What follows belongs to an exercise in optimizing a design on an open flow for small area, a short achievable clock period and few clock cycles; a production flow would make more cautious choices.
Only simulation tests tie the RTL to the original design; equivalence was not proved.
Power is estimated from default activity; no workload was simulated.

--- flow/design.v ---
module lfo_ptab (
    input  wire        row,
    input  wire [9:0]  col,
    output reg  [26:0] t1,       
    output reg  [25:0] t2,       
    output wire        c         
);
    reg [31:0] cw;
    always @(*) begin
        case ({row, col[9:5]})
            6'd0: t1 = 27'd80000000;
            6'd1: t1 = 27'd69267401;
            6'd2: t1 = 27'd59974660;
            6'd3: t1 = 27'd51928611;
            6'd4: t1 = 27'd44961999;
            6'd5: t1 = 27'd38930010;
            6'd6: t1 = 27'd33707257;
            6'd7: t1 = 27'd29185176;
            6'd8: t1 = 27'd25269766;
            6'd9: t1 = 27'd21879638;
            6'd10: t1 = 27'd18944321;
            6'd11: t1 = 27'd16402798;
            6'd12: t1 = 27'd14202240;
            6'd13: t1 = 27'd12296903;
            6'd14: t1 = 27'd10647182;
            6'd15: t1 = 27'd9218782;
            6'd16: t1 = 27'd7982014;
            6'd17: t1 = 27'd6911167;
            6'd18: t1 = 27'd5983982;
            6'd19: t1 = 27'd5181186;
            6'd20: t1 = 27'd4486091;
            6'd21: t1 = 27'd3884248;
            6'd22: t1 = 27'd3363147;
            6'd23: t1 = 27'd2911956;
            6'd24: t1 = 27'd2521295;
            6'd25: t1 = 27'd2183045;
            6'd26: t1 = 27'd1890173;
            6'd27: t1 = 27'd1636592;
            6'd28: t1 = 27'd1417031;
            6'd29: t1 = 27'd1226926;
            6'd30: t1 = 27'd1062324;
            6'd31: t1 = 27'd919806;
            6'd32: t1 = 27'd80000;
            6'd33: t1 = 27'd69753;
            6'd34: t1 = 27'd60818;
            6'd35: t1 = 27'd53027;
            6'd36: t1 = 27'd46235;
            6'd37: t1 = 27'd40313;
            6'd38: t1 = 27'd35149;
            6'd39: t1 = 27'd30647;
            6'd40: t1 = 27'd26721;
            6'd41: t1 = 27'd23298;
            6'd42: t1 = 27'd20314;
            6'd43: t1 = 27'd17712;
            6'd44: t1 = 27'd15443;
            6'd45: t1 = 27'd13465;
            6'd46: t1 = 27'd11740;
            6'd47: t1 = 27'd10236;
            6'd48: t1 = 27'd8925;
            6'd49: t1 = 27'd7782;
            6'd50: t1 = 27'd6785;
            6'd51: t1 = 27'd5916;
            6'd52: t1 = 27'd5158;
            6'd53: t1 = 27'd4497;
            6'd54: t1 = 27'd3921;
            6'd55: t1 = 27'd3419;
            6'd56: t1 = 27'd2981;
            6'd57: t1 = 27'd2599;
            6'd58: t1 = 27'd2266;
            6'd59: t1 = 27'd1976;
            6'd60: t1 = 27'd1723;
            6'd61: t1 = 27'd1502;
            6'd62: t1 = 27'd1310;
            6'd63: t1 = 27'd1142;
            default: t1 = 27'd0;
        endcase
        case ({row, col[4:0]})
            6'd0: t2 = 26'd16777216;
            6'd1: t2 = 26'd16701861;
            6'd2: t2 = 26'd16626844;
            6'd3: t2 = 26'd16552164;
            6'd4: t2 = 26'd16477820;
            6'd5: t2 = 26'd16403810;
            6'd6: t2 = 26'd16330132;
            6'd7: t2 = 26'd16256785;
            6'd8: t2 = 26'd16183767;
            6'd9: t2 = 26'd16111078;
            6'd10: t2 = 26'd16038714;
            6'd11: t2 = 26'd15966676;
            6'd12: t2 = 26'd15894962;
            6'd13: t2 = 26'd15823569;
            6'd14: t2 = 26'd15752497;
            6'd15: t2 = 26'd15681745;
            6'd16: t2 = 26'd15611310;
            6'd17: t2 = 26'd15541192;
            6'd18: t2 = 26'd15471388;
            6'd19: t2 = 26'd15401898;
            6'd20: t2 = 26'd15332720;
            6'd21: t2 = 26'd15263853;
            6'd22: t2 = 26'd15195295;
            6'd23: t2 = 26'd15127045;
            6'd24: t2 = 26'd15059102;
            6'd25: t2 = 26'd14991464;
            6'd26: t2 = 26'd14924129;
            6'd27: t2 = 26'd14857097;
            6'd28: t2 = 26'd14790367;
            6'd29: t2 = 26'd14723935;
            6'd30: t2 = 26'd14657803;
            6'd31: t2 = 26'd14591967;
            6'd32: t2 = 26'd65536;
            6'd33: t2 = 26'd65256;
            6'd34: t2 = 26'd64977;
            6'd35: t2 = 26'd64699;
            6'd36: t2 = 26'd64423;
            6'd37: t2 = 26'd64147;
            6'd38: t2 = 26'd63873;
            6'd39: t2 = 26'd63600;
            6'd40: t2 = 26'd63328;
            6'd41: t2 = 26'd63058;
            6'd42: t2 = 26'd62788;
            6'd43: t2 = 26'd62520;
            6'd44: t2 = 26'd62252;
            6'd45: t2 = 26'd61986;
            6'd46: t2 = 26'd61721;
            6'd47: t2 = 26'd61458;
            6'd48: t2 = 26'd61195;
            6'd49: t2 = 26'd60933;
            6'd50: t2 = 26'd60673;
            6'd51: t2 = 26'd60414;
            6'd52: t2 = 26'd60155;
            6'd53: t2 = 26'd59898;
            6'd54: t2 = 26'd59642;
            6'd55: t2 = 26'd59387;
            6'd56: t2 = 26'd59133;
            6'd57: t2 = 26'd58881;
            6'd58: t2 = 26'd58629;
            6'd59: t2 = 26'd58378;
            6'd60: t2 = 26'd58129;
            6'd61: t2 = 26'd57880;
            6'd62: t2 = 26'd57633;
            6'd63: t2 = 26'd57387;
            default: t2 = 26'd0;
        endcase
        case ({row, col[9:5]})
            6'd0: cw = 32'h2df5c18e;
            6'd1: cw = 32'h4d9cecec;
            6'd2: cw = 32'h0cf46dce;
            6'd3: cw = 32'h27716d09;
            6'd4: cw = 32'h0e7a7477;
            6'd5: cw = 32'h2cd5742a;
            6'd6: cw = 32'h27f44dbc;
            6'd7: cw = 32'hae5f7c1a;
            6'd8: cw = 32'hffe57feb;
            6'd9: cw = 32'h04fd8859;
            6'd10: cw = 32'h35857c48;
            6'd11: cw = 32'h0f93ea55;
            6'd12: cw = 32'h6f9cfd56;
            6'd13: cw = 32'h8ff08aff;
            6'd14: cw = 32'h800c0918;
            6'd15: cw = 32'hdea032af;
            6'd16: cw = 32'h674489da;
            6'd17: cw = 32'h25e56f3d;
            6'd18: cw = 32'hbca905f1;
            6'd19: cw = 32'he481a707;
            6'd20: cw = 32'h1e6c9b9d;
            6'd21: cw = 32'h7dfd44c6;
            6'd22: cw = 32'he5afbcb5;
            6'd23: cw = 32'h94a9f098;
            6'd24: cw = 32'hefdccb6b;
            6'd25: cw = 32'h4a3496d6;
            6'd26: cw = 32'h0c971ee6;
            6'd27: cw = 32'h4e5f827c;
            6'd28: cw = 32'h3ad61f9f;
            6'd29: cw = 32'h19434ffa;
            6'd30: cw = 32'hff3fe5dc;
            6'd31: cw = 32'h2790a05a;
            6'd32: cw = 32'h399c724a;
            6'd33: cw = 32'h89402b62;
            6'd34: cw = 32'hc9823c44;
            6'd35: cw = 32'h1fcbbe3d;
            6'd36: cw = 32'h67127a21;
            6'd37: cw = 32'h63d14520;
            6'd38: cw = 32'hebd05e82;
            6'd39: cw = 32'h7afaf109;
            6'd40: cw = 32'heb359afa;
            6'd41: cw = 32'h054170d7;
            6'd42: cw = 32'h0a7e4c6a;
            6'd43: cw = 32'h20cb0350;
            6'd44: cw = 32'ha7f2a7e5;
            6'd45: cw = 32'h9832b3e6;
            6'd46: cw = 32'h06ab1c6c;
            6'd47: cw = 32'h99f19530;
            6'd48: cw = 32'haace0e6a;
            6'd49: cw = 32'hd2d30f0c;
            6'd50: cw = 32'h5959c00c;
            6'd51: cw = 32'h5270fc32;
            6'd52: cw = 32'h7ffe3257;
            6'd53: cw = 32'hedb55a6e;
            6'd54: cw = 32'h373c003c;
            6'd55: cw = 32'h66dad5a9;
            6'd56: cw = 32'h8e07f81c;
            6'd57: cw = 32'haaad6dbb;
            6'd58: cw = 32'h1e7764b5;
            6'd59: cw = 32'h87e0003e;
            6'd60: cw = 32'h4924cc63;
            6'd61: cw = 32'had55556b;
            6'd62: cw = 32'h8c9924b4;
            6'd63: cw = 32'h83e1c719;
            default: cw = 32'd0;
        endcase
    end
    assign c = cw[col[4:0]];
endmodule
module lfo_divider (
    input  wire        clk,
    input  wire        load,
    input  wire [20:0] rem_in,
    input  wire [27:0] dvd_in,
    input  wire [20:0] dvs_in,
    input  wire [22:0] dvs3_in,
    input  wire        run,
    input  wire        set_q,         
    input  wire [27:0] q_in,
    input  wire        load3,         
    output reg  [20:0] rem,
    output reg  [27:0] dvd,
    output wire [27:0] dvd_nx,        
    output wire [22:0] dvs3_q
);
    reg [20:0] dvs;
    reg [22:0] dvs3;
    wire [22:0] r4 = {rem, dvd[27:26]};
    wire [23:0] t1, t2, t3;
    lfo_add #(.W(24)) u_t1 (.a({1'b0, r4}), .b(~{3'b0, dvs}),       .cin(1'b1), .s(t1), .cout());
    lfo_add #(.W(24)) u_t2 (.a({1'b0, r4}), .b(~{2'b0, dvs, 1'b0}), .cin(1'b1), .s(t2), .cout());
    lfo_add #(.W(24)) u_t3 (.a({1'b0, r4}), .b(~{1'b0, dvs3}),      .cin(1'b1), .s(t3), .cout());
    assign dvs3_q = dvs3;
    assign dvd_nx = {dvd[25:0], !t3[23] ? 2'd3 : !t2[23] ? 2'd2 : !t1[23] ? 2'd1 : 2'd0};
    always @(posedge clk) begin
        if (load3) dvs3 <= dvs3_in;
        if (load) begin
            rem  <= rem_in;
            dvd  <= dvd_in;
            dvs  <= dvs_in;
            dvs3 <= dvs3_in;
        end else if (set_q) begin
            dvd  <= q_in;
        end else if (run) begin
            if (!t3[23]) begin
                rem <= t3[20:0];
                dvd <= {dvd[25:0], 2'd3};
            end else if (!t2[23]) begin
                rem <= t2[20:0];
                dvd <= {dvd[25:0], 2'd2};
            end else if (!t1[23]) begin
                rem <= t1[20:0];
                dvd <= {dvd[25:0], 2'd1};
            end else begin
                rem <= r4[20:0];
                dvd <= {dvd[25:0], 2'd0};
            end
        end
    end
endmodule
module lfo_add #(
    parameter W = 32
) (
    input  wire [W-1:0] a,
    input  wire [W-1:0] b,
    input  wire         cin,
    output wire [W-1:0] s,
    output wire         cout
);
    function integer levels;             
        input integer n;
        integer j;
        begin
            levels = 0;
            for (j = 1; j < n; j = j * 2)
                levels = levels + 1;
        end
    endfunction
    localparam L = levels(W + 1);
    wire [W:0] g [0:L];
    wire [W:0] p [0:L];
    assign g[0] = {a & b, cin};
    assign p[0] = {a ^ b, 1'b0};
    genvar k, i;
    generate
        for (k = 0; k < L; k = k + 1) begin : lvl
            for (i = 0; i <= W; i = i + 1) begin : bitk
                if ((i >> k) & 1) begin : comb
                    localparam integer J = ((i >> k) << k) - 1;
                    assign g[k+1][i] = g[k][i] | (p[k][i] & g[k][J]);
                    assign p[k+1][i] = p[k][i] & p[k][J];
                end else begin : pass
                    assign g[k+1][i] = g[k][i];
                    assign p[k+1][i] = p[k][i];
                end
            end
        end
    endgenerate
    assign s    = p[0][W:1] ^ g[L][W-1:0];
    assign cout = g[L][W];
endmodule
module lamb_lfo (
    input  wire        clk,
    input  wire        rst,           
    input  wire        cmd_valid,
    input  wire [7:0]  cmd,
    output reg         cmd_ready,
    input  wire [1:0]  sw_raw,
    input  wire [31:0] now_ms,
    input  wire        clk_active,
    input  wire [31:0] clk_period,
    input  wire [9:0]  knob_freq,
    input  wire [9:0]  knob_duty,
    output reg  [11:0] sample_q,
    output reg         sample_wr,
    output wire        range_ind,
    output reg         range_evt
);
    localparam [27:0] S_RES         = 28'd268369920;   
    localparam [28:0] S_RES2        = 29'd536739840;   
    localparam [11:0] OUT_RES       = 12'd4095;
    localparam [9:0]  ADC_MAX       = 10'd1023;
    localparam [24:0] LOW_SLOWEST   = 25'd20000000;
    localparam [24:0] HIGH_FASTEST  = 25'd250;
    localparam [31:0] CROSSOVER     = 32'd90000;
    localparam [31:0] MIN_CLK_PER   = 32'd1000;
    localparam [9:0]  DUTY_MIN      = 10'd102;
    localparam [9:0]  DUTY_MAX      = 10'd920;
    localparam [9:0]  RESET_DUTY    = 10'd511;
    localparam [9:0]  EDGE_DEADZONE = 10'd4;
    localparam [31:0] DEBOUNCE_MS   = 32'd50;
    localparam [27:0] RESET_INC     = 28'd268;         
    function [9:0] snap;
        input [9:0] k;
        begin
            if (k <= EDGE_DEADZONE)                snap = 10'd0;
            else if (k >= ADC_MAX - EDGE_DEADZONE) snap = ADC_MAX;
            else                                   snap = k;
        end
    endfunction
    reg        iv;
    reg [7:0]  ic;
    reg [1:0]  isw;
    reg [31:0] inow;
    reg        iext;              
    reg        icgt, iclt;        
    reg [31:0] icp;
    reg [9:0]  ikf, ikd;          
    always @(posedge clk) begin
        iv   <= cmd_valid && cmd_ready && !rst;
        ic   <= cmd;
        isw  <= sw_raw;
        inow <= now_ms;
        iext <= clk_active && (clk_period > MIN_CLK_PER);
        icgt <= clk_period > CROSSOVER;
        iclt <= clk_period < CROSSOVER;
        icp  <= clk_period;
        ikf  <= snap(knob_freq);
        ikd  <= snap(knob_duty);
    end
    wire op_tick  = iv && (ic == 8'h10);
    wire op_rstph = iv && (ic == 8'h20);
    wire op_swchk = iv && (ic[7:1] == 7'b0011000);
    wire op_rauto = iv && (ic == 8'h40);
    wire op_pcalc = iv && (ic == 8'h50);
    wire op_commit= iv && (ic == 8'h60);
    reg [27:0] phase;
    reg        rising;
    reg        sp_tri, sp_pulse, sp_prev, sp_rst;    
    reg [27:0] inc0, inc1;
    reg        stage_valid;
    reg        high_range;
    reg        tri_sel;
    reg        rs_prev_clocked;
    reg [9:0]  last_freq, last_duty;
    reg        last_range, last_clocked;
    reg [31:0] last_clkper;
    reg        pc_force;
    reg [1:0]  sw_stable, sw_last_raw;
    reg [31:0] sw_last_change0, sw_last_change1;
    reg        range_ind_q;       
    reg        rev;               
    assign range_ind = range_ind_q;
    localparam [28:0] NEG_S = 29'h20000000 - {1'b0, S_RES};       
    wire [28:0] up_s, up_r, dn_s, dn_r, top_t;
    lfo_add #(.W(29)) u_ups (.a({1'b0, phase}), .b({1'b0, inc0}), .cin(1'b0), .s(up_s), .cout());
    wire [28:0] ur_x = S_RES2 ^ ~{1'b0, phase} ^ ~{1'b0, inc0};
    wire [28:0] ur_c = (S_RES2 & ~{1'b0, phase}) | (S_RES2 & ~{1'b0, inc0}) | (~{1'b0, phase} & ~{1'b0, inc0});
    lfo_add #(.W(29)) u_upr (.a(ur_x), .b({ur_c[27:0], 1'b1}), .cin(1'b1), .s(up_r), .cout());
    wire [28:0] tt_x = {1'b0, phase} ^ {1'b0, inc0} ^ NEG_S;
    wire [28:0] tt_c = ({1'b0, phase} & {1'b0, inc0}) | ({1'b0, phase} & NEG_S) | ({1'b0, inc0} & NEG_S);
    lfo_add #(.W(29)) u_top (.a(tt_x), .b({tt_c[27:0], 1'b0}), .cin(1'b0), .s(top_t), .cout());
    wire        top_hit = !top_t[28];
    wire        top_bot = (phase == S_RES) && (inc0 == S_RES);   
    lfo_add #(.W(29)) u_dns (.a({1'b0, phase}), .b(~{1'b0, inc1}), .cin(1'b1), .s(dn_s), .cout());
    lfo_add #(.W(29)) u_dnr (.a({1'b0, inc1}), .b(~{1'b0, phase}), .cin(1'b1), .s(dn_r), .cout());
    wire        bot_hit = !dn_r[28];                             
    wire [27:0] p_new  = rising ? (top_hit ? up_r[27:0] : up_s[27:0])
                                : (bot_hit ? dn_r[27:0] : dn_s[27:0]);
    wire        r_new  = rising ? (!top_hit || top_bot) : bot_hit;
    wire        sw_s      = ic[0];
    wire        sw_raw_s  = isw[sw_s];
    wire        sw_moved  = sw_raw_s != sw_last_raw[sw_s];
    wire [31:0] sw_lc     = sw_s ? sw_last_change1 : sw_last_change0;
    wire [6:0]  sw_lo     = {1'b0, inow[5:0]} - {1'b0, sw_lc[5:0]};
    wire [25:0] sw_hx     = inow[31:6] ^ sw_lc[31:6];
    reg  [25:0] sw_inc;    
    integer     swi;
    always @(*) begin
        sw_inc[0] = 1'b1;
        for (swi = 1; swi < 26; swi = swi + 1)
            sw_inc[swi] = sw_inc[swi-1] & sw_lc[5+swi];
    end
    wire        sw_hi_ok  = sw_lo[6] ? (sw_hx == sw_inc) : (sw_hx == 26'd0);
    wire        sw_recent = sw_hi_ok && (sw_lo[5:0] < DEBOUNCE_MS[5:0]);
    wire        sw_fire   = !sw_moved && !sw_recent && (sw_raw_s != sw_stable[sw_s]);
    wire [10:0] f_d   = {1'b0, ikf} - {1'b0, last_freq};
    wire [10:0] d_d   = {1'b0, ikd} - {1'b0, last_duty};
    wire        f_big = f_d[10] ? (f_d < 11'h7fe) : (f_d > 11'd2);    
    wire        d_big = d_d[10] ? (d_d < 11'h7fe) : (d_d > 11'd2);
    wire        pc_changed = pc_force || f_big || d_big
                         || (high_range != last_range) || (iext != last_clocked)
                         || (iext && (icp != last_clkper));
    localparam [3:0] S_IDLE = 4'd0,  S_P1 = 4'd1,   S_P1X = 4'd2,  S_ROMM = 4'd3,
                     S_CMUL = 4'd4,  S_CDIV = 4'd5, S_PF = 4'd6,   S_XMUL = 4'd7,
                     S_NCHK = 4'd8,  S_AMUL = 4'd9, S_NDIV = 4'd10, S_N1A = 4'd11,
                     S_N1B = 4'd12,  S_SLOAD = 4'd13, S_SDIV = 4'd14, S_P1R = 4'd15;
    reg [3:0]  st;
    reg [3:0]  cntA, cntB;
    reg [9:0]  dv_r;
    reg [3:0]  coef_r;
    reg        lower_r;
    reg        pf_div;
    reg        ovf_r;
    reg        corr_r;
    reg [4:0]  sk_r;
    wire       per_small = ~|M[24:16];                   
    wire       x_ovf     = !per_small && (|dA_rem[14:12]);    
    wire       sdiv_last = (st == S_SDIV) && (cntA == 4'd1);
    wire       pc_exec   = (st == S_IDLE) || sdiv_last;
    wire [9:0] dvc = (last_duty < DUTY_MIN) ? DUTY_MIN :
                     (last_duty > DUTY_MAX) ? DUTY_MAX : last_duty;
    wire [26:0] t1;
    wire [25:0] t2;
    wire        tc;
    lfo_ptab u_ptab (.row(last_range), .col(last_freq), .t1(t1), .t2(t2), .c(tc));
    function [4:0] idx60;
        input [9:0] f;
        integer j;
        begin
            idx60 = 5'd0;
            for (j = 1; j <= 16; j = j + 1)
                if (f >= 60 * j) idx60 = j;
        end
    endfunction
    wire [4:0]  c_idx    = idx60(last_freq);
    wire [4:0]  c_coef_w = (c_idx >= 5'd8) ? (c_idx - 5'd7) : (5'd9 - c_idx);
    wire cp_big = |last_clkper[31:25];        
    wire c_big  = |last_clkper[31:28];        
    function [24:0] clamp_per;
        input [28:0] p;
        begin
            if (p < HIGH_FASTEST)     clamp_per = HIGH_FASTEST;
            else if (p > LOW_SLOWEST) clamp_per = LOW_SLOWEST;
            else                      clamp_per = p[24:0];
        end
    endfunction
    reg  [26:0] M;
    reg  [28:0] acc;
    reg  [25:0] mq;
    reg  [3:0]  mcnt;
    function [2:0] bdec;
        input [2:0] y;       
        begin
            bdec = {y[2], (y == 3'b100) || (y == 3'b011), (y == 3'b000) || (y == 3'b111)};
        end
    endfunction
    reg         b_neg, b_two, b_zero;
    wire [28:0] b_mag = b_zero ? 29'd0 : (b_two ? {1'b0, M, 1'b0} : {2'b0, M});
    wire [30:0] b_sum;
    lfo_add #(.W(31)) u_mul (.a({{2{acc[28]}}, acc}), .b({{2{b_neg}}, (b_neg ? ~b_mag : b_mag)}),
                             .cin(b_neg), .s(b_sum), .cout());
    wire [28:0] acc_n = b_sum[30:2];
    wire [34:0] prod6 = {acc_n[22:0], b_sum[1:0], mq[25:16]};
    reg  [15:0] fold1;
    reg         fold_c;
    reg  [14:0] a_r;
    wire [10:0] fold2 = {5'd0, fold1[15:10]} + {1'b0, fold1[9:0]};
    reg         dA_load, dB_load;
    reg  [20:0] dA_rem_in, dB_rem_in, dA_dvs_in, dB_dvs_in;
    reg  [22:0] dA_dvs3_in, dB_dvs3_in;
    reg  [27:0] dA_dvd_in, dB_dvd_in;
    reg         dB_load3;
    wire [27:0] dA_nx, dB_nx;
    wire [22:0] dB_dvs3;
    wire [20:0] dA_rem, dB_rem;
    wire [27:0] dA_dvd, dB_dvd;
    lfo_divider u_da (.clk(clk), .load(dA_load), .rem_in(dA_rem_in), .dvd_in(dA_dvd_in),
                      .dvs_in(dA_dvs_in), .dvs3_in(dA_dvs3_in), .run(cntA != 4'd0),
                      .set_q(1'b0), .q_in(28'd0), .load3(1'b0), .rem(dA_rem), .dvd(dA_dvd),
                      .dvd_nx(dA_nx), .dvs3_q());
    lfo_divider u_db (.clk(clk), .load(dB_load), .rem_in(dB_rem_in), .dvd_in(dB_dvd_in),
                      .dvs_in(dB_dvs_in), .dvs3_in(dB_dvs3_in), .run(cntB != 4'd0),
                      .set_q(1'b0), .q_in(28'd0), .load3(dB_load3), .rem(dB_rem), .dvd(dB_dvd),
                      .dvd_nx(dB_nx), .dvs3_q(dB_dvs3));
    wire [3:0]  p_r  = dB_rem[13:10];
    reg  [13:0] r0_lim;           
    always @(*) begin
        case (p_r)
            4'd0: r0_lim = 14'd1022;
            4'd1: r0_lim = 14'd2045;
            4'd2: r0_lim = 14'd3068;
            4'd3: r0_lim = 14'd4091;
            4'd4: r0_lim = 14'd5114;
            4'd5: r0_lim = 14'd6137;
            4'd6: r0_lim = 14'd7160;
            4'd7: r0_lim = 14'd8183;
            4'd8: r0_lim = 14'd9206;
            default: r0_lim = 14'd10229;
        endcase
    end
    wire        n_corr = ovf_r ? (p_r < dA_rem[13:10]) : (dA_rem[13:0] > r0_lim);
    wire [21:0] n1_v;
    lfo_add #(.W(22)) u_n1 (.a(dB_dvd[21:0]), .b(~dA_dvd[21:0]), .cin(!corr_r), .s(n1_v), .cout());
    wire [22:0] t3_a = dB_dvs3;
    wire [22:0] t3_b = ~{2'b0, dA_dvd[20:0]};
    wire [22:0] t3_c = ~{1'b0, dA_dvd[20:0], 1'b0};
    wire [22:0] t3_d = corr_r ? 23'h7fffff : 23'd2;        
    wire [22:0] t3_s1 = t3_a ^ t3_b ^ t3_c;
    wire [22:0] t3_c1 = {(t3_a[21:0] & t3_b[21:0]) | (t3_a[21:0] & t3_c[21:0]) | (t3_b[21:0] & t3_c[21:0]), 1'b0};
    wire [22:0] t3_s2 = t3_s1 ^ t3_c1 ^ t3_d;
    wire [22:0] t3_c2 = {(t3_s1[21:0] & t3_c1[21:0]) | (t3_s1[21:0] & t3_d[21:0]) | (t3_c1[21:0] & t3_d[21:0]), 1'b0};
    wire [22:0] n1x3;
    lfo_add #(.W(23)) u_n13 (.a(t3_s2), .b(t3_c2), .cin(1'b0), .s(n1x3), .cout());
    function [4:0] bitlen22;
        input [21:0] v;
        integer j;
        begin
            bitlen22 = 5'd0;
            for (j = 0; j < 22; j = j + 1)
                if (v[j]) bitlen22 = j + 1;
        end
    endfunction
    wire [4:0]  blP  = bitlen22(dB_dvd[21:0]);
    wire [4:0]  skv  = (blP > 5'd5) ? (blP - 5'd5) : 5'd0;
    wire [55:0] s_sh = {28'd0, S_RES} << sk_r;
    always @(*) begin
        dA_load = 1'b0; dB_load = 1'b0; dB_load3 = 1'b0;
        dA_rem_in = 21'd0; dA_dvd_in = 28'd0; dA_dvs_in = 21'd10230; dA_dvs3_in = 23'd30690;
        dB_rem_in = 21'd0; dB_dvd_in = 28'd0; dB_dvs_in = 21'd10240; dB_dvs3_in = 23'd30720;
        case (st)
            S_P1X: begin                     
                dA_load    = !lower_r && !c_big;
                dA_rem_in  = 21'd0;
                dA_dvd_in  = last_clkper[27:0];
                dA_dvs_in  = {17'd0, coef_r};
                dA_dvs3_in = {18'd0, coef_r, 1'b0} + {19'd0, coef_r};
            end
            S_XMUL: begin
                dB_load    = (mcnt == 4'd6);
                dB_rem_in  = {8'd0, M[24:12]};
                dB_dvd_in  = {M[11:0], 16'd0};
                dA_load    = (mcnt == 4'd1);
                dA_rem_in  = per_small ? {9'd0, prod6[25:14]} : {6'd0, prod6[34:20]};
                dA_dvd_in  = per_small ? {prod6[13:0], 14'd0} : {prod6[19:0], 8'd0};
            end
            S_AMUL: begin                    
                dA_load    = (mcnt == 4'd1);
                dA_rem_in  = {8'd0, prod6[24:12]};
                dA_dvd_in  = {prod6[11:0], 16'd0};
                dA_dvs_in  = 21'd10240;
                dA_dvs3_in = 23'd30720;
            end
            S_N1A: begin                     
                dB_load3   = 1'b1;
                dB_dvs3_in = {1'b0, dB_dvd[20:0], 1'b0} + {2'b0, dB_dvd[20:0]};
            end
            S_SLOAD: begin
                dA_load    = 1'b1;
                dB_load    = 1'b1;
                dA_rem_in  = s_sh[48:28];
                dB_rem_in  = s_sh[48:28];
                dA_dvd_in  = s_sh[27:0];
                dB_dvd_in  = s_sh[27:0];
                dA_dvs_in  = dA_dvd[20:0];
                dB_dvs_in  = n1_v[20:0];
                dA_dvs3_in = {1'b0, dA_dvd[20:0], 1'b0} + {2'b0, dA_dvd[20:0]};
                dB_dvs3_in = n1x3;
            end
            default: ;
        endcase
    end
    always @(posedge clk) begin
        rev = 1'b0;
        if (rst) begin
            phase           <= 28'd0;
            rising          <= 1'b1;
            inc0            <= RESET_INC;
            inc1            <= RESET_INC;
            stage_valid     <= 1'b0;
            high_range      <= 1'b0;
            range_ind_q     <= 1'b0;
            tri_sel         <= 1'b0;
            sample_q        <= OUT_RES;
            sample_wr       <= 1'b0;
            range_evt       <= 1'b0;
            rs_prev_clocked <= 1'b0;
            last_freq       <= 10'd0;
            last_duty       <= RESET_DUTY;
            last_range      <= 1'b0;
            last_clocked    <= 1'b0;
            last_clkper     <= 32'd0;
            pc_force        <= 1'b1;
            sw_stable       <= 2'b00;
            sw_last_raw     <= 2'b00;
            sw_last_change0 <= 32'd0;
            sw_last_change1 <= 32'd0;
            st              <= S_IDLE;
            cntA            <= 4'd0;
            cntB            <= 4'd0;
            mcnt            <= 4'd0;
            cmd_ready       <= 1'b1;
            sp_tri          <= 1'b0;
            sp_pulse        <= 1'b0;
            sp_rst          <= 1'b0;
        end else begin
            sample_wr <= 1'b0;
            if (sp_tri) begin
                sample_q  <= phase[27:16];
                sample_wr <= 1'b1;
            end else if (sp_pulse && (rising != sp_prev)) begin
                sample_q  <= rising ? OUT_RES : 12'd0;
                sample_wr <= 1'b1;
            end else if (sp_rst) begin
                sample_q  <= OUT_RES;
                sample_wr <= 1'b1;
            end
            sp_tri   <= 1'b0;
            sp_pulse <= 1'b0;
            sp_rst   <= 1'b0;
            if (op_tick) begin
                phase    <= p_new;
                rising   <= r_new;
                sp_tri   <= tri_sel;
                sp_pulse <= !tri_sel;
                sp_prev  <= rising;
            end
            if (op_rstph) begin
                phase  <= 28'd0;
                rising <= 1'b1;
                sp_rst <= !tri_sel && !rising;
            end
            if (op_swchk) begin
                if (sw_moved) begin
                    if (sw_s) sw_last_change1 <= inow;
                    else      sw_last_change0 <= inow;
                    sw_last_raw[sw_s] <= sw_raw_s;
                end
                if (sw_fire) begin
                    sw_stable[sw_s] <= sw_raw_s;
                    if (sw_s == 1'b0) begin
                        if (!iext && (high_range != sw_raw_s)) begin
                            high_range <= sw_raw_s;
                            rev         = 1'b1;
                        end
                    end else begin
                        tri_sel <= sw_raw_s;
                    end
                end
            end
            if (op_rauto) begin
                if (iext) begin
                    if (icgt && high_range) begin
                        high_range <= 1'b0;
                        rev         = 1'b1;
                    end else if (iclt && !high_range) begin
                        high_range <= 1'b1;
                        rev         = 1'b1;
                    end
                end else if (rs_prev_clocked && (high_range != sw_stable[0])) begin
                    high_range <= sw_stable[0];
                    rev         = 1'b1;
                end
                rs_prev_clocked <= iext;
            end
            if (cntA != 4'd0) cntA <= cntA - 4'd1;
            if (cntB != 4'd0) cntB <= cntB - 4'd1;
            if (mcnt != 4'd0) begin
                acc   <= acc_n;
                mq    <= {b_sum[1:0], mq[25:2]};
                {b_neg, b_two, b_zero} <= bdec(mq[3:1]);
                mcnt  <= mcnt - 4'd1;
            end
            fold1  <= {1'b0, M[24:10]} + {6'd0, M[9:0]};
            fold_c <= fold2 >= 11'd1023;
            a_r    <= M[24:10] + {9'd0, fold1[15:10]} + {14'd0, fold_c};
            cmd_ready <= 1'b0;
            case (st)
                S_IDLE: cmd_ready <= 1'b1;
                S_P1: begin
                    dv_r    <= dvc;
                    coef_r  <= c_coef_w[3:0];
                    lower_r <= last_freq < 10'd512;
                    if (!last_clocked) begin
                        M    <= t1;
                        mq   <= t2;
                        {b_neg, b_two, b_zero} <= bdec({t2[1:0], 1'b0});
                        acc  <= last_range ? {10'd0, tc, 18'd0} : {2'd0, tc, 26'd0};
                        mcnt <= last_range ? 4'd9 : 4'd13;
                        st   <= S_ROMM;
                    end else begin
                        st   <= S_P1X;
                    end
                end
                S_P1X: begin
                    if (lower_r ? cp_big : c_big) begin
                        M    <= {2'd0, LOW_SLOWEST};
                        acc  <= 29'd0;
                        mq   <= {16'd0, dv_r};
                        {b_neg, b_two, b_zero} <= bdec({dv_r[1:0], 1'b0});
                        mcnt <= 4'd6;
                        st   <= S_XMUL;
                    end else if (lower_r) begin
                        M      <= {2'd0, last_clkper[24:0]};
                        mq     <= {22'd0, coef_r};
                        {b_neg, b_two, b_zero} <= bdec({coef_r[1:0], 1'b0});
                        acc    <= 29'd0;
                        mcnt   <= 4'd3;
                        pf_div <= 1'b0;
                        st     <= S_CMUL;
                    end else begin
                        cntA   <= 4'd14;
                        pf_div <= 1'b1;
                        st     <= S_CDIV;
                    end
                end
                S_ROMM: begin
                    if (mcnt == 4'd1) begin
                        M     <= acc_n[26:0];
                        acc   <= 29'd0;
                        mq    <= {16'd0, dv_r};
                        {b_neg, b_two, b_zero} <= bdec({dv_r[1:0], 1'b0});
                        mcnt  <= 4'd6;
                        st    <= S_XMUL;
                    end
                end
                S_CMUL: if (mcnt == 4'd1) st <= S_PF;
                S_CDIV: if (cntA == 4'd1) st <= S_PF;
                S_PF: begin
                    M     <= {2'd0, clamp_per(pf_div ? {1'd0, dA_dvd} : {acc[22:0], mq[25:20]})};
                    acc   <= 29'd0;
                    mq    <= {16'd0, dv_r};
                        {b_neg, b_two, b_zero} <= bdec({dv_r[1:0], 1'b0});
                    mcnt  <= 4'd6;
                    st    <= S_XMUL;
                end
                S_XMUL: begin
                    if (mcnt == 4'd6) cntB <= 4'd11;
                    if (mcnt == 4'd1) begin
                        cntA <= per_small ? 4'd7 : 4'd10;
                        st   <= S_NCHK;
                    end
                end
                S_NCHK: begin
                    ovf_r <= x_ovf;
                    if (x_ovf) begin
                        M     <= {12'd0, a_r};
                        acc   <= 29'd0;
                        mq    <= {16'd0, dv_r};
                        {b_neg, b_two, b_zero} <= bdec({dv_r[1:0], 1'b0});
                        mcnt  <= 4'd6;
                        st    <= S_AMUL;
                    end else begin
                        st    <= S_NDIV;
                    end
                end
                S_AMUL: begin
                    if (mcnt == 4'd1) begin
                        cntA <= 4'd11;
                        st   <= S_NDIV;
                    end
                end
                S_NDIV: if (cntA <= 4'd1 && cntB <= 4'd1) st <= S_N1A;
                S_N1A: begin
                    corr_r <= n_corr;
                    sk_r   <= {skv[4:1], 1'b0};
                    st     <= S_SLOAD;
                end
                S_SLOAD: begin
                    cntA <= 4'd14 - sk_r[4:1];
                    cntB <= 4'd14 - sk_r[4:1];
                    st   <= S_SDIV;
                end
                S_SDIV: begin
                    if (cntA <= 4'd3) cmd_ready <= 1'b1;
                    if (cntA == 4'd1) begin
                        stage_valid <= 1'b1;
                        st          <= S_IDLE;
                    end
                end
                default: st <= S_IDLE;
            endcase
            if (pc_exec && op_pcalc && pc_changed) begin
                if (pc_force || f_big) last_freq <= ikf;
                if (pc_force || d_big) last_duty <= ikd;
                last_range   <= high_range;
                last_clocked <= iext;
                if (iext) last_clkper <= icp;
                pc_force     <= 1'b0;
                st           <= S_P1;
                cmd_ready    <= 1'b0;
            end
            range_evt   <= rev;
            range_ind_q <= range_ind_q ^ rev;
            if (op_commit) begin
                if (sdiv_last) begin
                    inc0        <= dA_nx;
                    inc1        <= dB_nx;
                    stage_valid <= 1'b0;
                end else if (stage_valid) begin
                    inc0        <= dA_dvd;
                    inc1        <= dB_dvd;
                    stage_valid <= 1'b0;
                end
            end
            if (cmd_valid && cmd_ready && (cmd == 8'h50)) cmd_ready <= 1'b0;
        end
    end
endmodule
--- flow/flow/run.sh ---
#!/bin/bash
# Layout flow: the standard ORFS layout (standard.sh, standard synthesis unchanged), with
# repair_timing asked to keep 8 ns of setup slack at the design's 12 ns clock, so that the
# resizer also works on paths that already meet 12 ns. Constraints and clock are the design's.
# The make output goes to standard.log; ORFS keeps each step's full log under orfs/logs/.
set -euo pipefail
bash standard.sh SETUP_SLACK_MARGIN=8 finish > standard.log 2>&1
--- flow/standard.sh ---
#!/bin/bash
# synth_recipe.tcl (not shown) runs the flow's synth.tcl, then flattens the netlist and writes it again
# the make line also repeats each setting of config.mk as NAME=value (left out here)
make -C /OpenROAD-flow-scripts/flow DESIGN_CONFIG=/design/flow/config.mk WORK_HOME=/design/flow/orfs CLKGATE_MAP_FILE= SYNTH_SCRIPT=/design/flow/synth_recipe.tcl "${@:-finish}"
--- flow/config.mk ---
export PLATFORM = sky130hd
export DESIGN_NAME = lamb_lfo
export DESIGN_NICKNAME = lamb_lfo
export VERILOG_FILES = /design/flow/design.v
export SDC_FILE = /design/flow/constraint.sdc
export NUM_CORES = 4
export LEC_CHECK = 0
export CAP_MARGIN = 20
export CORE_MARGIN = 2
export CORE_UTILIZATION = 55
export PLACE_DENSITY = 0.65
export SLEW_MARGIN = 20
export SYNTH_MEMORY_MAX_BITS = 65536
--- flow/constraint.sdc ---
create_clock -name core_clock -period 12.0 [get_ports {clk}]
set_input_delay 2.4000 -clock core_clock [delete_from_list [all_inputs] [get_ports {clk}]]
set_output_delay 2.4000 -clock core_clock [all_outputs]
set_load 0.01 [all_outputs]
==> summary.txt, run 1 <==
Timing
  • Unrepaired setup endpoints after global routing: yes
  • Crit path setup slack, layout: between 7 and 8 ns
  • FMAX: 224 MHz
  • Measured slew at the worst slew-check pin: ~1.1 ns
  • Worst clock skew: between 0.04 and 0.05 ns
  • Pins over their slew limit: 0
  • Final period util: between 30% and 40%
  • Final worst path period need: about 4.5 ns
  • Setup TNS: 0 ns
  • Final Hold Fails: 0
  • Setup Viol. Count Final: 0
  • Worst slew margin relative to its limit: between 20% and 30%

Power and ir drop
  • Power per unit of standard cell area: 240 nW/µm²
  • Leakage power summed over all cells: roughly 26 nW
  • Maximum VDD drop: about 0.00033 V

Cells and area
  • NumNets Final: approximately 7.6k
  • Finished Core Util: a little under two thirds
  • Commonest non-fill, non-tap cell in the layout: sky130_fd_sc_hd__nand2_1
  • Most used cells in the layout excluding fill and tap cells: 621 x sky130_fd_sc_hd__nand2_1, 603 x sky130_fd_sc_hd__nor2_1, 538 x sky130_fd_sc_hd__a21oi_1
  • Proportion of layout cells with a drive suffix above 1: between 10% and 20%
  • Area grow syn2layout: 15.5%

Hold path
  • Worst Hold Endpoint: sw_last_change0[20]$_SDFFE_PP0P_
  • Hold Crit Class: reg2reg
  • Worst Hold Depth: 2
  • Hold path startpoint: sw_last_change0[20]$_SDFFE_PP0P_

GRT
  • Global-route congestion overflow total: 0
  • Global Route Usage Sum: about 40%
  • First-pass GRT wire length: ~320 mm
  • Via count of the first global-routing pass: ~51k
  • Antenna violations before repair: 7
  • Pin count of the biggest net entering global routing: 100

Critical path
  • Endpoint class of the critical path: register
  • Worst reg-to-reg path cell count: 19
  • Maximum fanout along the worst path: 4
  • CP peak stage delay: between 0.5 and 0.6 ns
  • Delay-heaviest family, CP: adder cells
  • R2r setup slk: about 7.5 ns
  • Worst R2R End: u_db.dvs3[16]$_SDFFCE_PN0P_
  • Critical path buffer and inverter count: 3
  • Worst path cell trace: clkinvlp_4 -> fa_1 -> fa_1 -> fa_2 -> a21o_1 -> a21o_1 -> a21oi_2 -> o21bai_2 -> a21oi_2 -> o21a_1 -> nor3_4 -> buf_4 -> buf_6 -> nor2_4 -> nor2b_1 -> nor2_2 -> fa_2 -> xnor2_1 -> a32o_1
  • Worst flop-to-flop path startpoint: u_da.dvd[2]$_DFFE_PP_
  • Cell at the slowest stage of the critical path: sky130_fd_sc_hd__fa_1
  • Arr. time, crit path: between 4 and 5 ns
  • Required arrival time at the worst endpoint: 12.43 ns
  • Worst setup path class: reg2reg
  • Critical path launch point type: register

Floorplan
  • Overall die height: 327 µm
  • Full die area: between 100000 and 150000 µm²
  • Die Wd: 327 µm
  • Core Footprint: about 100000 µm²
  • Top Ports: 114
  • Total number of placement rows: roughly 120
  • Initial Util: 55.4%

Clock network
  • Buffers from clock root to sink, at most: 3
  • TritonCTS clock tree: yes
  • Number of levels the H-tree was split into: 3
  • Inserted Clock Buffers: between 70 and 80
  • Clock input transition at the sequential cells of the worst setup and hold paths: roughly 0.060 ns
  • Number of hold-repair buffers added at the cts stage: 0
  • Skew-Pair Late Insertion Delay: approximately 0.70 ns
  • Root Buffer: sky130_fd_sc_hd__clkbuf_16
  • # clock sinks: roughly 680

Routing
  • Vias after detailed routing: 54.0k
  • Router iterations before antenna repair: 9
  • Wire length reported by the detailed router: approximately 220 mm
  • Number of nets with antenna violations after detailed routing: 0
  • Drc violations: 0
  • Detailed-route vias per instance: 6.50
  • Average wire per standard cell: between 20 and 30 µm
  • Detailed Route Iter0 Violations: 6284

Yosys
  • Primary FF master, synth: sky130_fd_sc_hd__dfxtp_1
  • Syn Area/Cell: roughly 8.5 µm²
  • Sequential area share after synthesis: between 20% and 30%
  • Net count after synthesis: between 7k and 8k
  • Async S/R FF share, synth: 0%
  • Count of state elements after synthesis: 676
  • Post-Syn Instances: just under 7k
  • Post-Synthesis Cell Area: ~57000 µm²
  • Synth top area share: 17.0%
  • Cell types with the largest area share after synthesis: sky130_fd_sc_hd__edfxtp_1 17%, sky130_fd_sc_hd__ha_1 12%, sky130_fd_sc_hd__dfxtp_1 12%
  • Area leader, netlist: sky130_fd_sc_hd__edfxtp_1
  • Total of warnings raised by yosys: 9
  • Number of distinct library cell variants in the gate-level netlist after synthesis: about 100
  • Number of enable flip-flop cells after synthesis: 324

Outcome
  • Status: finished clean

Placement
  • Port buffer count: between 100 and 150
  • Worst-case setup slack after placement: 6.99 ns
  • HPWL after DPL: ~160 mm
  • Routability-driven placement congestion ratio: around 1.0

Run
  • Max-cap violations: 0
[state kept, by name, indices dropped and copies added, names as in the netlist, 16 cells and up, named ones only]
register / flops
last_clkper: 32
u_da.rem: 21
phase: 28
icp: 32
acc: 29
u_da.dvs: 20
u_da.dvd: 28
u_db.rem: 21
M: 27
sw_last_change0: 32
u_db.dvs: 21
fold1: 16
inc0: 28
sw_last_change1: 32
mq: 25
inc1: 28
u_db.dvd: 28
u_da.dvs3: 23
inow: 32
u_db.dvs3: 23
[logic make-up (layout without fill, tap and decap cells)]
kind of cell               count (synthesis)  in the layout  share of synthesized area, %
DFF                                      676            676                          29.3
buffers and inverters                    800            988                          5.33
AOI/OAI and AO/OA                       1961           1963                          22.2
muxes                                    279            279                          5.33
other                                      0              4                             0
adders and majority gates                677            677                          16.3
and+or+nand+nor                         1971           1973                          15.8
xor gates and xnor gates                 375            375                          5.74
[worst max-delay path by stage]
stage	depth (start not counted)	to	start	slack, ns
floorplan	15	u_db.dvs3[22]$_SDFFCE_PN0P_	corr_r$_DFFE_PP_	7.67
global placement	18	u_da.rem[7]$_DFFE_PP_	b_two$_DFFE_PN_	7.03
detailed placement	20	u_db.dvs3[22]$_SDFFCE_PN0P_	u_da.dvd[1]$_DFFE_PP_	6.99
CTS	17	u_db.dvs3[22]$_SDFFCE_PN0P_	u_da.dvd[1]$_DFFE_PP_	7.65
global route	18	u_db.dvs3[20]$_SDFFCE_PN0P_	u_da.dvd[2]$_DFFE_PP_	7.35
finish	19	u_db.dvs3[16]$_SDFFCE_PN0P_	u_da.dvd[2]$_DFFE_PP_	7.54
[metrics by stage]
stage | total power, mW | hold slack [ns] | area (µm²) | cells
6_report | 15.9 | 0.453 | 66100 | 8315
5_1_grt | 16.6 | 0.474 | 66100 | 8313
4_1_cts | 14.6 | 0.452 | 64100 | 8201
3_5_place_dp | 11.1 | 0.443 | 59500 | 7959
3_3_place_gp | 11.0 | 0.439 | 59500 | 7959
2_1_floorplan | 8.76 | 0.406 | 57300 | 6739
[tightest hold or removal path, delay by kind of cell (launching register included)]
kind,cells,cell delay [ns]
and+or+nand+nor,1,0.05
DFF,1,0.31
AOI/OAI and AO/OA,1,0.05
[layout make-up]
class                   instances  area [µm²]
flip-flops and latches        676       16800
repair buffers                416        3910
repair inverters                1        5.00
well taps                    1380        1730
fillers                      9010       37300
diodes                          4        10.0
clock inverters                36         579
clock buffers                 110        2330
inverters                     425        1680
multi-input cells            5267       39000
[power breakdown]
group          total (mW)  switching, mW  internal (mW)
clock network        2.69           1.09           1.59
registers            3.57          0.566           3.01
logic                9.60           5.44           4.16
total                15.9           7.10           8.76
[what timing repair did]
action | CTS | global route
setup endpoints to repair | 308 | 255
endpoints found under the hold margin | 0 | 0
buffers inserted | 90 | 104
cloned | 6 | 6
pin swaps | 55 | 131
gates resized for setup | 198 | 240
[Yosys cell counts, types with 120 or more instances]
master,count
sky130_fd_sc_hd__a211oi_1,133
sky130_fd_sc_hd__a21oi_1,580
sky130_fd_sc_hd__clkbuf_1,298
sky130_fd_sc_hd__dfxtp_1,352
sky130_fd_sc_hd__edfxtp_1,324
sky130_fd_sc_hd__ha_1,564
sky130_fd_sc_hd__inv_1,419
sky130_fd_sc_hd__mux2i_1,232
sky130_fd_sc_hd__nand2_1,628
sky130_fd_sc_hd__nand3_1,137
sky130_fd_sc_hd__nor2_1,620
sky130_fd_sc_hd__nor3_1,124
sky130_fd_sc_hd__o211ai_1,120
sky130_fd_sc_hd__o21ai_0,414
sky130_fd_sc_hd__xnor2_1,196
sky130_fd_sc_hd__xor2_1,179
[per-layer routing]
metal | GRT usage [%] | vias to the layer above | wire [µm] | part of all wire, %
met5 | 0 | - | 25 | 0.011
met2 | 60.6 | 2909 | 96200 | 44
met4 | 26.7 | 4 | 17800 | 8.2
li1 | - | 24700 | - | -
met3 | 7.51 | 783 | 19500 | 9.0
met1 | 49.0 | 25600 | 84200 | 39
Testbench counts, summed over its fixed seeds: cycles 154,460.
==> inputs of run 2 (changes only) <==
==> flow/flow/run.sh (replaced) <==
#!/bin/bash
# Layout flow: the standard ORFS layout (standard.sh, standard synthesis unchanged), with
# repair_timing asked to keep 7.6 ns of setup slack at the design's 12 ns clock, so that the
# resizer also works on paths that already meet 12 ns. Constraints and clock are the design's.
# The make output goes to standard.log; ORFS keeps each step's full log under orfs/logs/.
set -euo pipefail
bash standard.sh SETUP_SLACK_MARGIN=7.6 finish > standard.log 2>&1
==> run 2 against run 1 <==
Against the previous run: critical endpoint is now u_db.dvs3[21]$_SDFFCE_PN0P_; global-route usage decreased by 0.85 points; routed wire length fell by 3.2%; sequential power is essentially flat; clock power shrank 6%; die area is the same; clock skew is 0.022 ns lower; total power is 11% lower; utilization is 2.5 points lower; critical path depth is 3 lower; setup slack better by 0.023 ns; fmax up 0.51%; register-to-register slack better by 0.02 ns.
==> summary.txt, run 2 <==
Outcome
  • Status: finished clean

Timing
  • Setup TNS: 0 ns (unchanged)
  • Final period util: 37.0% (-0.19 points)
  • Final Hold Fails: 0 (unchanged)
  • Final worst path period need: 4.44 ns (-0.0227 ns)
  • Pins over their slew limit: 0 (unchanged)
  • Setup Viol. Count Final: 0 (unchanged)
  • Measured slew at the worst slew-check pin: 1.36 ns (+0.285 ns)
  • Unrepaired setup endpoints after global routing: yes
  • FMAX: 225 MHz (+0.51%)
  • Worst clock skew: 0.0275 ns (-0.0220 ns)
  • Worst slew margin relative to its limit: 8.79% (-18 points)

Critical path
  • Maximum fanout along the worst path: 4 (unchanged)
  • Arr. time, crit path: 4.82 ns (-0.07 ns)
  • Worst R2R End: u_db.dvs3[21]$_SDFFCE_PN0P_
  • Required arrival time at the worst endpoint: 12.38 ns (-0.05 ns)
  • Cell at the slowest stage of the critical path: sky130_fd_sc_hd__fa_1
  • Critical path origin: u_db.dvs3[3]$_SDFFCE_PN0P_
  • R2r setup slk: 7.56 ns (+0.02 ns)
  • Endpoint class of the critical path: register
  • Worst setup path class: reg2reg
  • Worst path cell trace: fa_1 -> fa_1 -> ha_1 -> a21o_1 -> a21o_1 -> a21oi_2 -> o21bai_2 -> a21oi_2 -> o21a_1 -> nor3_2 -> o211ai_1 -> nand3_2 -> o41ai_4 -> buf_4 -> xnor2_1 -> o22ai_1
  • Worst flop-to-flop path startpoint: u_db.dvs3[3]$_SDFFCE_PN0P_
  • Worst setup endpoint: u_db.dvs3[21]$_SDFFCE_PN0P_
  • Worst reg-to-reg path cell count: 16 (-3)
  • CP peak stage delay: 0.61 ns (+0.09 ns)
  • Critical path launch point type: register

Clock network
  • Buffers from clock root to sink, at most: 3 (unchanged)
  • TritonCTS clock tree: yes
  • Root Buffer: sky130_fd_sc_hd__clkbuf_16
  • Inserted Clock Buffers: 81 (+2.5%)
  • Number of levels the H-tree was split into: 3 (unchanged)
  • # clock sinks: 676 (unchanged)
  • Skew-Pair Late Insertion Delay: 0.68 ns (-0.02 ns)
  • Clock input transition at the sequential cells of the worst setup and hold paths: 0.06 ns (about the same)

GRT
  • Pin count of the biggest net entering global routing: 108 (+8.0%)
  • Global-route congestion overflow total: 0 (unchanged)
  • First-pass GRT wire length: 313 mm (-1.6%)
  • Global Route Usage Sum: 38.1% (-0.85 points)
  • Via count of the first global-routing pass: 50.0k (-1.1%)
  • Antenna violations before repair: 6 (-1)

Routing
  • Highest layer used for signal routing: met5
  • Routed met3 length: 17.7 mm (-9.3%)
  • Detailed-route vias per instance: 6.50 (+0.12%)
  • Vias after detailed routing: 53.2k (-1.5%)
  • Drc violations: 0 (unchanged)
  • Met1 Wirelength: 83.2 mm (-1.2%)
  • Met2 routed wirelength: 94.6 mm (-1.7%)
  • Average wire per standard cell: 25.8 µm (-1.6%)
  • Detailed Route Iter0 Violations: 6209 (-1.2%)
  • Number of nets with antenna violations after detailed routing: 0 (unchanged)
  • Wire length reported by the detailed router: 211 mm (-3.2%)
  • Router iterations before antenna repair: 7 (-2)

Placement
  • HPWL after DPL: 156 mm (-0.79%)
  • Port buffer count: 113 (unchanged)
  • Number of cells in the design after placement: 7953 (-0.075%)
  • Routability-driven placement congestion ratio: 1.02 (-2.5%)

Yosys
  • Count of state elements after synthesis: 676 (unchanged)
  • Async S/R FF share, synth: 0% (unchanged)
  • Commonest cells in the synthesized netlist: 628 x sky130_fd_sc_hd__nand2_1, 620 x sky130_fd_sc_hd__nor2_1, 580 x sky130_fd_sc_hd__a21oi_1, 564 x sky130_fd_sc_hd__ha_1, 419 x sky130_fd_sc_hd__inv_1
  • Cell with the most instances after synthesis: sky130_fd_sc_hd__nand2_1
  • Number of distinct library cell variants in the gate-level netlist after synthesis: 102 (unchanged)
  • Area leader, netlist: sky130_fd_sc_hd__edfxtp_1
  • Total of warnings raised by yosys: 9 (unchanged)
  • Cell types with the largest area share after synthesis: sky130_fd_sc_hd__edfxtp_1 17%, sky130_fd_sc_hd__ha_1 12%, sky130_fd_sc_hd__dfxtp_1 12%
  • Net count after synthesis: 7514 (unchanged)
  • Primary FF master, synth: sky130_fd_sc_hd__dfxtp_1
  • Post-Syn Instances: 6739 (unchanged)
  • Number of enable flip-flop cells after synthesis: 324 (unchanged)
  • Syn Area/Cell: 8.49 µm² (unchanged)
  • Synth top area share: 17.0% (unchanged)
  • Sequential area share after synthesis: 29.3% (unchanged)
  • Post-Synthesis Cell Area: 57200 µm² (unchanged)

Cells and area
  • Area used by multi-input combinational logic: 38000 µm² (-2.7%)
  • Register cell area after layout: 16800 µm² (-0.18%)
  • NumNets Final: 7514 (-1.7%)
  • Finished Core Util: 61.5% (-2.5 points)
  • Commonest non-fill, non-tap cell in the layout: sky130_fd_sc_hd__nand2_1
  • Area grow syn2layout: 11.1%
  • Most used cells in the layout excluding fill and tap cells: 623 x sky130_fd_sc_hd__nand2_1, 614 x sky130_fd_sc_hd__nor2_1, 567 x sky130_fd_sc_hd__a21oi_1
  • Proportion of layout cells with a drive suffix above 1: 7.82% (-4.2 points)
  • Final-layout fill cell count: 9178 (+1.9%)
  • Post-route insts no fill: 8183 (-1.6%)

Floorplan
  • Initial Util: 55.4% (unchanged)
  • Top Ports: 114 (unchanged)
  • Total number of placement rows: 118 (unchanged)
  • Full die area: 107000 µm² (unchanged)
  • Die Wd: 327 µm (unchanged)
  • Core Footprint: 103000 µm² (unchanged)
  • Overall die height: 327 µm (unchanged)

Power and ir drop
  • Clock network fraction of design power: 17.9% (+1.0 points)
  • Net switching power figure: 6.42 mW (-9.6%)
  • Power per unit of standard cell area: 223 nW/µm² (-7.2%)
  • Part of the total power dissipated in sequential elements: 25.4% (+2.9 points)
  • Power Internal: 7.73 mW (-12%)
  • Net switching fraction of the power: 45.4% (+0.59 points)
  • Combinational power share: 56.7% (-3.8 points)
  • Leakage power summed over all cells: 25.5 nW (-3.7%)
  • Maximum VDD drop: 0.000242 V (-27%)
  • Pwr Total: 14.2 mW (-11%)

Hold path
  • Hold path startpoint: sw_last_change1[5]$_SDFFE_PP0P_
  • Hold Crit Class: reg2reg

Run
  • Max-cap violations: 0 (unchanged)
-- run 2: cell counts after synthesis --
No cell type changed its count.
-- run 2: power by group through the flow --
stage	clock (mW)	combinational (mW)	sequential, mW
6_report	2.54	8.02	3.59
2_1_floorplan	0	5.35	3.36
5_1_grt	2.65	8.71	3.62
4_1_cts	2.56	7.52	3.58
3_3_place_gp	0	7.13	3.65
3_5_place_dp	0	7.27	3.66
-- run 2: layer usage --
metal,vias up,GRT usage [%]
met5,-,0
met4,10,22.8
met3,752,6.65
met2,2690,60.7
met1,25300,48.4
li1,24400,-
-- run 2: how the worst min path moves through the flow --
stage	to	slack, ns	cells past startpoint
final	sw_last_change1[5]$_SDFFE_PP0P_	0.45	2
after CTS	sw_last_change0[3]$_SDFFE_PP0P_	0.45	2
after global placement	sw_last_change1[14]$_SDFFE_PP0P_	0.44	2
after floorplan	sp_prev$_DFFE_PP_	0.41	0
after global routing	sw_last_change0[14]$_SDFFE_PP0P_	0.47	2
after detailed placement	sw_last_change0[3]$_SDFFE_PP0P_	0.45	2
-- run 2: what timing repair did --
item                       CTS  global route
hold endpoints to repair     0             0
resized for setup           62            96
setup endpoints to repair  122           236
pin swaps                    8            22
buffers inserted            27            49
cloned                       1             6
hold buffers                 0             0
-- run 2: final cells by class --
type | count | area share, %
flip-flops and latches | 676 | 26.5
inverters | 425 | 2.59
repair inverters | 1 | 0.00788
well taps | 1380 | 2.72
multi-input cells | 5265 | 59.7
diodes | 1 | 0.00394
clock inverters | 36 | 0.589
repair buffers | 289 | 4.21
clock buffers | 110 | 3.68
-- run 2: cell families (layout without fill, tap and decap cells) --
logic type	after synthesis	in the layout	synth area share, %
AO/OA/AOI/OAI	1961	1963	22.2
AND/OR/NAND/NOR	1971	1971	15.8
flip-flops	676	676	29.3
other	0	1	0
adder cells (fa/ha/maj)	677	677	16.3
XOR/XNOR	375	375	5.74
buffers and inverters	800	861	5.33
multiplexers	279	279	5.33
-- run 2: critical path, delay by kind of cell, from the launching register on --
family	cells	cell delay, ns
AO/OA/AOI/OAI	9	1.70
adder cells (fa/ha/maj)	3	1.42
flip-flops	1	0.52
AND/OR/NAND/NOR	2	0.24
buffers and inverters	1	0.17
XOR/XNOR	1	0.11
-- run 2: stage by stage --
stage,hold slack (ns),setup slack (ns),area [µm²]
after floorplan,0.406,7.60,57200
after global placement,0.438,7.02,59400
after detailed placement,0.447,6.92,59500
after CTS,0.455,7.47,62700
after global routing,0.475,7.37,63500
final,0.453,7.56,63500
==> inputs of run 3 (changes only) <==
--- a/flow/design.v
+++ b/flow/design.v
@@ -525,5 +525,9 @@
     end
-    wire        n_corr = ovf_r ? (p_r < dA_rem[13:10]) : (dA_rem[13:0] > r0_lim);
+    reg  [13:0] r0_lim_r;         
+    reg  [3:0]  p_r_r;
+    wire        n_corr = ovf_r ? (p_r_r < dA_rem[13:10]) : (dA_rem[13:0] > r0_lim_r);
     wire [21:0] n1_v;
     lfo_add #(.W(22)) u_n1 (.a(dB_dvd[21:0]), .b(~dA_dvd[21:0]), .cin(!corr_r), .s(n1_v), .cout());
+    wire [22:0] p3;
+    lfo_add #(.W(23)) u_p3 (.a({1'b0, dB_dvd[20:0], 1'b0}), .b({2'b0, dB_dvd[20:0]}), .cin(1'b0), .s(p3), .cout());
     wire [22:0] t3_a = dB_dvs3;
@@ -531,9 +535,8 @@
     wire [22:0] t3_c = ~{1'b0, dA_dvd[20:0], 1'b0};
-    wire [22:0] t3_d = corr_r ? 23'h7fffff : 23'd2;        
     wire [22:0] t3_s1 = t3_a ^ t3_b ^ t3_c;
-    wire [22:0] t3_c1 = {(t3_a[21:0] & t3_b[21:0]) | (t3_a[21:0] & t3_c[21:0]) | (t3_b[21:0] & t3_c[21:0]), 1'b0};
-    wire [22:0] t3_s2 = t3_s1 ^ t3_c1 ^ t3_d;
-    wire [22:0] t3_c2 = {(t3_s1[21:0] & t3_c1[21:0]) | (t3_s1[21:0] & t3_d[21:0]) | (t3_c1[21:0] & t3_d[21:0]), 1'b0};
-    wire [22:0] n1x3;
-    lfo_add #(.W(23)) u_n13 (.a(t3_s2), .b(t3_c2), .cin(1'b0), .s(n1x3), .cout());
+    wire [22:0] t3_c1 = {(t3_a[21:0] & t3_b[21:0]) | (t3_a[21:0] & t3_c[21:0]) | (t3_b[21:0] & t3_c[21:0]), 1'b1};
+    wire [22:0] p3n;                                        
+    lfo_add #(.W(23)) u_p3n (.a(t3_s1), .b(t3_c1), .cin(1'b1), .s(p3n), .cout());
+    wire [22:0] n1x3;                                       
+    lfo_add #(.W(23)) u_n13 (.a(dB_dvs3), .b(corr_r ? 23'h7ffffd : 23'd0), .cin(1'b0), .s(n1x3), .cout());
     function [4:0] bitlen22;
@@ -577,5 +580,9 @@
             end
+            S_NDIV: begin                    
+                dB_load3   = (cntB == 4'd0);
+                dB_dvs3_in = p3;
+            end
             S_N1A: begin                     
                 dB_load3   = 1'b1;
-                dB_dvs3_in = {1'b0, dB_dvd[20:0], 1'b0} + {2'b0, dB_dvd[20:0]};
+                dB_dvs3_in = p3n;
             end
@@ -786,3 +793,7 @@
                 end
-                S_NDIV: if (cntA <= 4'd1 && cntB <= 4'd1) st <= S_N1A;
+                S_NDIV: begin
+                    r0_lim_r <= r0_lim;
+                    p_r_r    <= p_r;
+                    if (cntA <= 4'd1 && cntB == 4'd0) st <= S_N1A;
+                end
                 S_N1A: begin
==> flow/flow/run.sh (replaced) <==
#!/bin/bash
# Layout flow: the standard ORFS layout (standard.sh, standard synthesis unchanged), with
# repair_timing asked to keep 7.7 ns of setup slack at the design's 12 ns clock, so that the
# resizer also works on paths that already meet 12 ns. Constraints and clock are the design's.
# The make output goes to standard.log; ORFS keeps each step's full log under orfs/logs/.
set -euo pipefail
bash standard.sh SETUP_SLACK_MARGIN=7.7 finish > standard.log 2>&1
--- a/flow/config.mk
+++ b/flow/config.mk
@@ -7,2 +7,3 @@
 export LEC_CHECK = 0
+export ABC_AREA = 1
 export CAP_MARGIN = 20
==> run 3 against run 2 <==
Against the previous run: total power fell by 3.1%; count of clock-buffer cells in the layout fell by 2; final cell count grew 11%; highest routed layer unchanged; first-iteration DRC count up 21%; final area increased by 0.46%; non-clock buffer count rose by 32; sequential cell count grew 3; synthesized cell count increased by 12%; critical path depth grew 13.
==> summary.txt, run 3 <==
Placement
  • Number of cells in the design after placement: 8837 (+11%)
  • HPWL after DPL: 172 mm (+10%)
  • Port buffer count: 113 (unchanged)
  • Area after detailed placement: 58900 µm² (-1.0%)

Cells and area
  • Final-layout fill cell count: 9085 (-1.0%)
  • Proportion of layout cells with a drive suffix above 1: 8.64% (+0.82 points)
  • Area grow syn2layout: 13.2%
  • Commonest non-fill, non-tap cell in the layout: sky130_fd_sc_hd__nand2_1
  • Design area: 63800 µm² (+0.46%)
  • NumNets Final: 8442 (+12%)
  • Most used cells in the layout excluding fill and tap cells: 1227 x sky130_fd_sc_hd__nand2_1, 1041 x sky130_fd_sc_hd__inv_1, 654 x sky130_fd_sc_hd__o21ai_0

Yosys
  • Net count after synthesis: 8336 (+11%)
  • Synth top area share: 17.8% (+0.79 points)
  • Cell with the most instances after synthesis: sky130_fd_sc_hd__nand2_1
  • Area leader, netlist: sky130_fd_sc_hd__edfxtp_1
  • Commonest cells in the synthesized netlist: 1270 x sky130_fd_sc_hd__nand2_1, 1068 x sky130_fd_sc_hd__inv_1, 677 x sky130_fd_sc_hd__o21ai_0, 650 x sky130_fd_sc_hd__a21oi_1, 636 x sky130_fd_sc_hd__nor2_1
  • Number of distinct library cell variants in the gate-level netlist after synthesis: 74 (-27%)
  • Number of enable flip-flop cells after synthesis: 334 (+3.1%)
  • Count of state elements after synthesis: 679 (+0.44%)
  • Post-Synthesis Cell Area: 56400 µm² (-1.5%)
  • Total of warnings raised by yosys: 9 (unchanged)
  • Async S/R FF share, synth: 0% (unchanged)
  • Sequential area share after synthesis: 30.0% (+0.72 points)
  • Post-Syn Instances: 7559 (+12%)

Floorplan
  • Full die area: 105000 µm² (-1.5%)
  • Core Footprint: 102000 µm² (-1.6%)
  • Initial Util: 55.4% (about the same)
  • Total number of placement rows: 117 (-0.85%)
  • Top Ports: 114 (unchanged)

Power and ir drop
  • Power per unit of standard cell area: 215 nW/µm² (-3.6%)
  • Leakage power summed over all cells: 28.6 nW (+12%)
  • Pwr Total: 13.7 mW (-3.1%)

Critical path
  • Critical path launch point type: register
  • Required arrival time at the worst endpoint: 12.41 ns (+0.03 ns)
  • Worst setup path class: reg2reg
  • Cell at the slowest stage of the critical path: sky130_fd_sc_hd__edfxtp_1
  • Maximum fanout along the worst path: 4 (unchanged)

Clock network
  • Skew-Pair Late Insertion Delay: 0.71 ns (+0.03 ns)
  • Buffers from clock root to sink, at most: 3 (unchanged)
  • Clock input transition at the sequential cells of the worst setup and hold paths: 0.06 ns (about the same)
  • Number of hold-repair buffers added at the cts stage: 0 (unchanged)
  • Number of levels the H-tree was split into: 3 (unchanged)
  • TritonCTS clock tree: yes
  • # clock sinks: 679 (+0.44%)
  • Inserted Clock Buffers: 80 (-1.2%)

Routing
  • Drc violations: 0 (unchanged)
  • Vias after detailed routing: 57.4k (+7.9%)
  • Number of nets with antenna violations after detailed routing: 0 (unchanged)
  • Average wire per standard cell: 25.5 µm (-1.1%)
  • Wire length reported by the detailed router: 232 mm (+10%)
  • Met1 Wirelength: 84.8 mm (+2.0%)
  • Detailed-route vias per instance: 6.31 (-3.0%)

Timing
  • Setup TNS: 0 ns (unchanged)
  • Final Hold Fails: 0 (unchanged)
  • Pins over their slew limit: 0 (unchanged)
  • Measured slew at the worst slew-check pin: 1.30 ns (-0.0558 ns)
  • Final period util: 36.5% (-0.46 points)
  • Final worst path period need: 4.38 ns (-0.0553 ns)
  • Unrepaired setup endpoints after global routing: yes
  • Worst slew margin relative to its limit: 12.1% (+3.4 points)
  • Worst clock skew: 0.0498 ns (+0.0224 ns)
  • Setup Viol. Count Final: 0 (unchanged)
  • FMAX: 228 MHz (+1.3%)

Run
  • Max-cap violations: 0 (unchanged)

GRT
  • Global Route Usage Sum: 42.1% (+4.0 points)
  • First-pass GRT wire length: 333 mm (+6.5%)
  • Pin count of the biggest net entering global routing: 106 (-1.9%)
  • Via count of the first global-routing pass: 53.8k (+7.7%)
  • Antenna violations before repair: 8 (+2)

Hold path
  • Hold Crit Class: reg2reg

Outcome
  • Status: finished clean
==> run 3: cell count changes in the layout (fill, tap and decap cells not counted), moves of 51 or more <==
cell / previous run / this run
sky130_fd_sc_hd__a211oi_1: 130 / 61
sky130_fd_sc_hd__a21o_1: 100 / 14
sky130_fd_sc_hd__a21oi_1: 567 / 621
sky130_fd_sc_hd__inv_1: 399 / 1041
sky130_fd_sc_hd__mux2i_1: 232 / 10
sky130_fd_sc_hd__nand2_1: 623 / 1227
sky130_fd_sc_hd__nand2b_1: 78 / 0
sky130_fd_sc_hd__nand3_1: 135 / 297
sky130_fd_sc_hd__nor2b_1: 61 / 0
sky130_fd_sc_hd__nor3_1: 120 / 69
sky130_fd_sc_hd__o21ai_0: 406 / 654
sky130_fd_sc_hd__xnor2_1: 193 / 59
==> run 3: where the power goes <==
group | internal [mW] | total (mW) | switching [mW]
clock network | 1.52 | 2.66 | 1.14
logic | 2.65 | 7.53 | 4.88
registers | 3.02 | 3.52 | 0.499
total | 7.20 | 13.7 | 6.52
==> run 3: path summary, 6_finish.rpt <==
kind                         start                          end  slack, ns  cells past startpoint
max          u_da.dvd[5]$_DFFE_PP_  u_db.dvs3[22]$_SDFFCE_PN0P_       7.62                     29
min              ikf[9]$_SDFF_PP0_    last_freq[9]$_SDFFE_PP0P_       0.45                      2
max reg2reg  u_da.dvd[5]$_DFFE_PP_  u_db.dvs3[22]$_SDFFCE_PN0P_       7.62                     29
min reg2reg      ikf[9]$_SDFF_PP0_    last_freq[9]$_SDFFE_PP0P_       0.45                      2
==> run 3: cells by family (layout without fill, tap and decap cells) <==
logic type | count (synthesis) | after routing | share of synthesized area [%]
AOI/OAI and AO/OA | 1995 | 1997 | 20.7
xor gates and xnor gates | 278 | 278 | 4.32
adders and majority gates | 679 | 679 | 16.4
buffers and inverters | 1393 | 1564 | 9.42
DFF | 679 | 679 | 30.0
muxes | 10 | 10 | 0.178
other | 0 | 4 | 0
and+or+nand+nor | 2525 | 2526 | 19.0
==> run 3: per-stage QoR <==
step	utilization, %	worst slack, ns
2_1_floorplan	-	7.83
3_3_place_gp	57.8	6.85
3_5_place_dp	57.9	6.65
4_1_cts	61.2	7.70
5_1_grt	62.7	7.40
6_report	62.7	7.62
==> run 3: what timing repair did <==
action                     4_1_cts  5_1_grt
setup endpoints to repair      269      253
setup buffers                   29       73
cloned                           3        8
pin swaps                       14       78
resized for setup               93      208
==> run 3: routing by layer <==
| metal | global-route usage, % | vias up |
|---|---|---|
| met5 | 0 | - |
| met4 | 27.4 | 6 |
| met3 | 12.2 | 997 |
| met2 | 64.9 | 3685 |
| met1 | 51.4 | 26800 |
| li1 | - | 26000 |
==> run 3: tightest hold or removal path, cell delays in order, from the launching register on <==
cell and delay, ns:
sky130_fd_sc_hd__dfxtp_1 0.32, sky130_fd_sc_hd__inv_1 0.05, sky130_fd_sc_hd__a21oi_1 0.05
==> run 3: final cells by class <==
| cell class | instances | area, µm² | share of cell area (%) |
|---|---|---|---|
| clock inverter | 42 | 553 | 0.866 |
| clock buffer | 108 | 2290 | 3.59 |
| inverter | 1092 | 4200 | 6.58 |
| multi-input combinational | 5490 | 35100 | 55.0 |
| timing repair inverter | 1 | 7.51 | 0.0118 |
| sequential | 679 | 17000 | 26.6 |
| timing repair buffer | 321 | 2990 | 4.69 |
| tap | 1368 | 1710 | 2.68 |
| antenna | 4 | 10.0 | 0.0157 |
Testbench counts of run 3, summed over its fixed seeds: cycles 154,460.

separate check: timing with driven ports:
The flow's constraints put no driver on any port. The routed layouts listed below were extracted and timed again, unchanged, in two steps.
Step 1: set_driving_cell puts a clkbuf_16 on clk and a buf_2 on each other input, an assumption about the parent block.
Step 2 times the ports against the registers' clock, not the clock port: input delays grow and output delays shrink by t, the midpoint of the rising clock arrivals with the driver on.
a / b / c = ideal ports / drivers / drivers and shift; a / b = the first two.
run	t (ns)	slack for setup (ns)	worst register clock-pin slew, ns	pins driven straight from the clock port
run 1	0.751	7.538 / 7.538 / 7.449	0.07 / 0.07	1
run 2	0.744	7.560 / 7.560 / 7.107	0.07 / 0.07	1
run 3	0.764	7.616 / 7.616 / 7.227	0.07 / 0.07	1
After both steps every run listed still meets setup and hold. For run 2, which loses most, drivers alone change the setup slack by 0.000 ns; drivers and shift together by -0.453 ns.
